From an optimization exercise on the open Yosys and OpenROAD flow, aimed at small area, a short achievable clock period and few clock cycles per item; shortcuts taken in it are not production practice.
In this exercise RTL edits were held to simulation tests only and were not proved equivalent to the original.
Power figures rest on the tool's default switching activity, not on a simulated workload.

File: config.mk
export PLATFORM = sky130hd
export DESIGN_NAME = pkt_crc_engine
export DESIGN_NICKNAME = pkt_crc_engine
export VERILOG_FILES = /design/flow/design.v
export SDC_FILE = /design/flow/constraint.sdc
export NUM_CORES = 4
export LEC_CHECK = 0
export CAP_MARGIN = 20
export CORE_MARGIN = 2
export CORE_UTILIZATION = 40
export SLEW_MARGIN = 20
File: constraint.sdc
create_clock -name core_clock -period 10.0 [get_ports {clk}]
set_input_delay 2.0000 -clock core_clock [delete_from_list [all_inputs] [get_ports {clk}]]
set_output_delay 2.0000 -clock core_clock [all_outputs]
set_load 0.01 [all_outputs]
File: design.v
module pkt_crc_engine (
    input  wire        clk,
    input  wire        rst,
    input  wire        in_valid,
    output wire        in_ready,
    input  wire [1:0]  in_cmd,
    input  wire [7:0]  in_addr,
    input  wire [8:0]  in_data,
    output reg         rsp_valid,
    output reg  [2:0]  rsp_code,
    output reg  [31:0] rsp_data
);
    localparam CMD_WR    = 2'd0;
    localparam CMD_RD    = 2'd1;
    localparam CMD_SEAL  = 2'd2;
    localparam CMD_CHECK = 2'd3;
    localparam RSP_OK        = 3'd0;
    localparam RSP_TOO_LARGE = 3'd1;
    localparam RSP_FRAMING   = 3'd2;
    localparam RSP_INTEGRITY = 3'd3;
    localparam RSP_ERR_ARG   = 3'd4;
    localparam S_IDLE = 2'd0;
    localparam S_CRC  = 2'd1;
    localparam S_FIN  = 2'd2;
    reg [7:0] pbuf [0:255];
    reg [1:0]  state;
    reg        is_seal;
    reg [7:0]  addr;         
    reg [8:0]  left;         
    reg [31:0] crc;
    assign in_ready = (state == S_IDLE);
    wire accept = in_valid && in_ready;
    function [31:0] crc_step(input [31:0] c, input [7:0] b);
        integer i;
        reg [31:0] r;
        begin
            r = c ^ {24'd0, b};
            for (i = 0; i < 8; i = i + 1)
                r = r[0] ? ((r >> 1) ^ 32'hEDB88320) : (r >> 1);
            crc_step = r;
        end
    endfunction
    wire [15:0] len     = {pbuf[5], pbuf[6]};
    wire [31:0] rx_sum  = {pbuf[7], pbuf[8], pbuf[9], pbuf[10]};
    wire [31:0] crc_out = ~crc;
    always @(posedge clk) begin
        if (accept && in_cmd == CMD_WR)
            pbuf[in_addr] <= in_data[7:0];
        if (state == S_FIN && is_seal) begin
            pbuf[7]  <= crc_out[31:24];
            pbuf[8]  <= crc_out[23:16];
            pbuf[9]  <= crc_out[15:8];
            pbuf[10] <= crc_out[7:0];
        end
    end
    always @(posedge clk) begin
        if (rst) begin
            state     <= S_IDLE;
            is_seal   <= 1'b0;
            addr      <= 8'd0;
            left      <= 9'd0;
            crc       <= 32'hFFFFFFFF;
            rsp_valid <= 1'b0;
            rsp_code  <= RSP_OK;
            rsp_data  <= 32'd0;
        end else begin
            rsp_valid <= 1'b0;
            case (state)
                S_IDLE: begin
                    if (accept) begin
                        case (in_cmd)
                            CMD_WR: begin
                                rsp_valid <= 1'b1;
                                rsp_code  <= RSP_OK;
                                rsp_data  <= 32'd0;
                            end
                            CMD_RD: begin
                                rsp_valid <= 1'b1;
                                rsp_code  <= RSP_OK;
                                rsp_data  <= {24'd0, pbuf[in_addr]};
                            end
                            CMD_SEAL: begin
                                if (len > 16'd245) begin
                                    rsp_valid <= 1'b1;
                                    rsp_code  <= RSP_TOO_LARGE;
                                    rsp_data  <= 32'd0;
                                end else begin
                                    state   <= S_CRC;
                                    is_seal <= 1'b1;
                                    addr    <= 8'd0;
                                    left    <= len[8:0] + 9'd7;
                                    crc     <= 32'hFFFFFFFF;
                                end
                            end
                            default: begin  
                                if (in_data > 9'd256) begin
                                    rsp_valid <= 1'b1;
                                    rsp_code  <= RSP_ERR_ARG;
                                    rsp_data  <= 32'd0;
                                end else if (in_data < 9'd11 ||
                                             {7'd0, len} > {7'd0, in_data} - 23'd11) begin
                                    rsp_valid <= 1'b1;
                                    rsp_code  <= RSP_FRAMING;
                                    rsp_data  <= 32'd0;
                                end else begin
                                    state   <= S_CRC;
                                    is_seal <= 1'b0;
                                    addr    <= 8'd0;
                                    left    <= len[8:0] + 9'd7;
                                    crc     <= 32'hFFFFFFFF;
                                end
                            end
                        endcase
                    end
                end
                S_CRC: begin
                    crc  <= crc_step(crc, pbuf[addr]);
                    addr <= (addr == 8'd6) ? 8'd11 : addr + 8'd1;
                    left <= left - 9'd1;
                    if (left == 9'd1)
                        state <= S_FIN;
                end
                default: begin  
                    state     <= S_IDLE;
                    rsp_valid <= 1'b1;
                    rsp_data  <= crc_out;
                    if (is_seal || crc_out == rx_sum)
                        rsp_code <= RSP_OK;
                    else
                        rsp_code <= RSP_INTEGRITY;
                end
            endcase
        end
    end
endmodule
File: run.sh
#!/bin/bash
# synth_recipe.tcl (not shown) runs the flow's synth.tcl, then flattens the netlist and writes it again
# the make line also repeats each setting of config.mk as NAME=value (left out here)
make -C /OpenROAD-flow-scripts/flow DESIGN_CONFIG=/design/flow/config.mk WORK_HOME=/design/flow/orfs CLKGATE_MAP_FILE= SYNTH_SCRIPT=/design/flow/synth_recipe.tcl finish
==> impl_results.md <==
* Core area at 0.2516 mm²
* Reg2Reg Capture Point: crc[26]
* Yosys warns at 1
* I/O pin cnt at 59
* Hold-critical path endpoint: rsp_data[14]
* CTS tree: yes
* Comb power frac at under 10%
* Async S/R FF share, synth at 0%
* PostCTS Resize Cnt at 0
* Register area at around 0.063 mm²
* Seq pwr share at 50.0%
* Sw Ratio at 22.34%
* Placed Cells incl. Taps at about 8400
* Number of buffers added on ports at 58
* Post-Route Setup TNS at 0 ps
* Routed len/inst at 37.26 µm
* CTS Buffer Depth at 3
* Post-Syn Area at 0.1013 mm²
* Num CTS Buffers at between 200 and 250
* Worst hold path type: reg -> reg
* CP Launch Type: flip-flop
* NetSw at 4411 µW
* Clk_skew at between 40 and 50 ps
* Syn Area/Cell at around 19 µm²
* CP Max Fanout at 41
* PD cells at between 150 and 200 mW/mm²
* Drt drc at 0
* Type of the worst setup path: reg -> reg
* Antenna viol nets, final at 0
* Dominant cell type by area after synthesis: edfxtp_1
* Area grow syn2layout at 12.15%
* Power share of the clock group at 43.5%
* Cells after synthesis at 5247
* Worst path required time at 10720 ps
* Max-cap viol count at 0
* Final setup fails at 0
* Drt first pass iters at 8
* Normalized max-slew margin at 18.74%
* Dpl ws at 3510 ps
* Post-synthesis adder-cell area fraction at 0.3582%
* Status: finished clean
* Yosys top cell area share at 60.70%
* Max Slew Vio Count at 0
* Netlist cell types at 70
* PnR worst setup slack at 3258 ps
* DR vias at 58391
* All-layer global routing usage at 25.31%
* CTS clk-pin slew, worst paths at 60 ps
* RSZ-0062 raised after global routing: false
* P_leak at ~0.034 µW
* Post CTS Setup Buffer Count at 0
* Effective utilization at floorplan at 40.26%
* Final WL at approximately 330 mm
* Largest net degree at the start of global routing at 217
* Post-synthesis xor/xnor area fraction at 1.137%
* Most frequent cells in the layout: 2048 x edfxtp_1, 1158 x mux4_2, 329 x nor2_1, 229 x clkbuf_16
* Reg2reg path depth at 13
* Gr ovfl total at 0
* HP Start: rsp_data[14]
* Multi-input gate area at 0.03620 mm²
* Worst R2R Setup Slack at 3260 ps
* Die height at 507.3 µm
* # rows at 184
* Synth Area in Compound Gates at 2.910%
* Hold-fix buffers, CTS at 0
* Die footprint at 0.2573 mm²
* NumNets Final at 5361
* Fraction of layout cells with a size suffix above 1 at about a third
* Commonest non-fill, non-tap cell in the layout: edfxtp_1
* Clock Latency Late Sink at 890 ps
* Post-DP HPWL at 215.2 mm
* Fraction of the mapped netlist area in simple logic gates at 3.280%
* Hold path depth at 2
* Most common flop cell mapped by yosys: edfxtp_1
* P_int at ~15000 µW
* EDFF count, synth at just over 2000
* Synth top area cells: edfxtp_1 61%, mux4_2 26%, dfxtp_1 1.9%
* Filler cells at 21095
* Yosys reg bits at 2144
* Largest family of logic cells by synthesized area: multiplexers
* Seq/Total Area, Yosys at 62.60%
* H-tree levels at 4
* CP Data Arrival Time at ~7500 ps
* Final period util at 67.42%
* Crit path capture type: flip-flop
* Hold Fails Final Rpt at 0
* Max rail drop VDD at 0.1367 mV
* Worst Max-Slew Pin Slew at roughly 1200 ps
* Root Buffer: clkbuf_16
* TritonCTS Sinks at 2144
* DRT iter0 DRCs at 8992
* Post-synthesis net count at 5298
* Fmax at 148.3 MHz
* Final Wtd Congestion at slightly above 0.9
* Vias per cell at 6.599
* Mux share of post-synthesis cell area at between 20 and 30%
* Layout Cells excl Fill at 8849
* First-pass GRT wire length at between 400 and 500 mm
* Initial antenna violation count at 32
* Vias in the first global route at 57188
* Min Tclk post-route at slightly below 7000 ps
* DIE WIDTH at 507.3 µm
-- metal layers --
layer	wire length, µm	global-route usage [%]	vias to the layer above
li1	-	-	22561
met5	119	0	-
met2	149800	38.12	3793
met3	36720	6.443	623
met1	127500	35.13	31394
met4	15570	10.59	20
-- Yosys cell counts (58+ instances only) --
cell and number:
edfxtp_1 2048, a22oi_1 78, buf_1 69, a21oi_1 112, dfxtp_1 96, o21ai_0 74
mux4_2 1158, nor2_1 368, nand3_1 58, clkbuf_1 223, mux2i_1 166, buf_2 65
nand2_1 98
-- logic make-up after synthesis --
kind of cell               Yosys count
DFF                               2144
muxes                             1352
and+or+nand+nor                    731
AOI/OAI and AO/OA                  446
buffers and inverters              425
xor gates and xnor gates           120
adders and majority gates           29
-- power by group through the flow --
stage / Combinational [µW] / Sequential, µW / Clock (µW)
final: 1290 / 9870 / 8580
after CTS: 1280 / 9870 / 8650
after floorplan: 838 / 10100 / 0
after global placement: 1270 / 10100 / 0
after detailed placement: 1270 / 10100 / 0
after global routing: 1340 / 9870 / 9000
-- through the flow --
| step | instance area, µm² | power (µW) | hold WS [ps] | utilization [%] |
|---|---|---|---|---|
| floorplan | 101300 | 10970 | 457.8 | - |
| detailed placement | 106100 | 11340 | 478.6 | 42.15 |
| global route | 113600 | 20210 | 506.6 | 45.15 |
| CTS | 113500 | 19800 | 494.3 | 45.11 |
| global placement | 106000 | 11330 | 466.4 | 42.12 |
| finish | 113600 | 19750 | 489.3 | 45.15 |
-- sequential cells by signal, summed over array words and instances, names as in the netlist, named ones only --
name and flops:
rsp_valid 1, left 9, rsp_code 3, crc 32
rsp_data 32, pbuf 2048, is_seal 1, addr 8
state 2
-- critical path, stage by stage, from the launching register on --
cell and delay, ps:
dfxtp_4 890, buf_4 740, buf_4 710, mux2i_1 730, nor2_1 110, nor4_1 830, o21ai_0 160, nand2_1 270
a211o_1 340, xor2_2 220, xnor2_1 710, xnor2_1 320, xnor2_1 270, a2bb2oi_1 80
-- final cells by class --
| cell class | count | area share [%] |
|---|---|---|
| inverter | 18 | 0.05947 |
| clock buffer | 268 | 5.172 |
| multi-input combinational | 2678 | 31.86 |
| tap | 3348 | 3.687 |
| clock inverter | 144 | 1.386 |
| antenna | 4 | 0.008810 |
| timing repair buffer | 245 | 1.992 |
| sequential | 2144 | 55.83 |
-- worst max path at each step --
stage,endpoint,depth (start not counted)
floorplan,pbuf[0][0],6
global placement,left[7],17
detailed placement,left[5],13
CTS,crc[26],13
global route,crc[25],13
finish,crc[26],13
Testbench counts, summed over its fixed seeds: cycles 74,404, items 192.

-- port drivers added, routing unchanged --
In the flow no input, the clock included, has a driving cell. The finished layout below was timed again as built, in two steps. Step 1: set_driving_cell puts a clkbuf_16 on clk and a buf_2 on each other input, an assumption about the parent block. Step 2 also shifts input and output timing later by t, the mid clock arrival at the registers, as if the neighbouring blocks saw the same clock. Three values: ideal ports, drivers, drivers and shift; two values: the first two.
shift t [ns]: 0.966
slack for setup (ns): 3.258 / 3.258 / 3.258
slew at the worst register clock pin (ns): 0.07 / 0.07
cell pins on the clock port's net: 1
After both steps setup and hold are still met in this run. For this run, drivers alone change the setup slack by 0.000 ns; drivers and shift together by 0.000 ns.
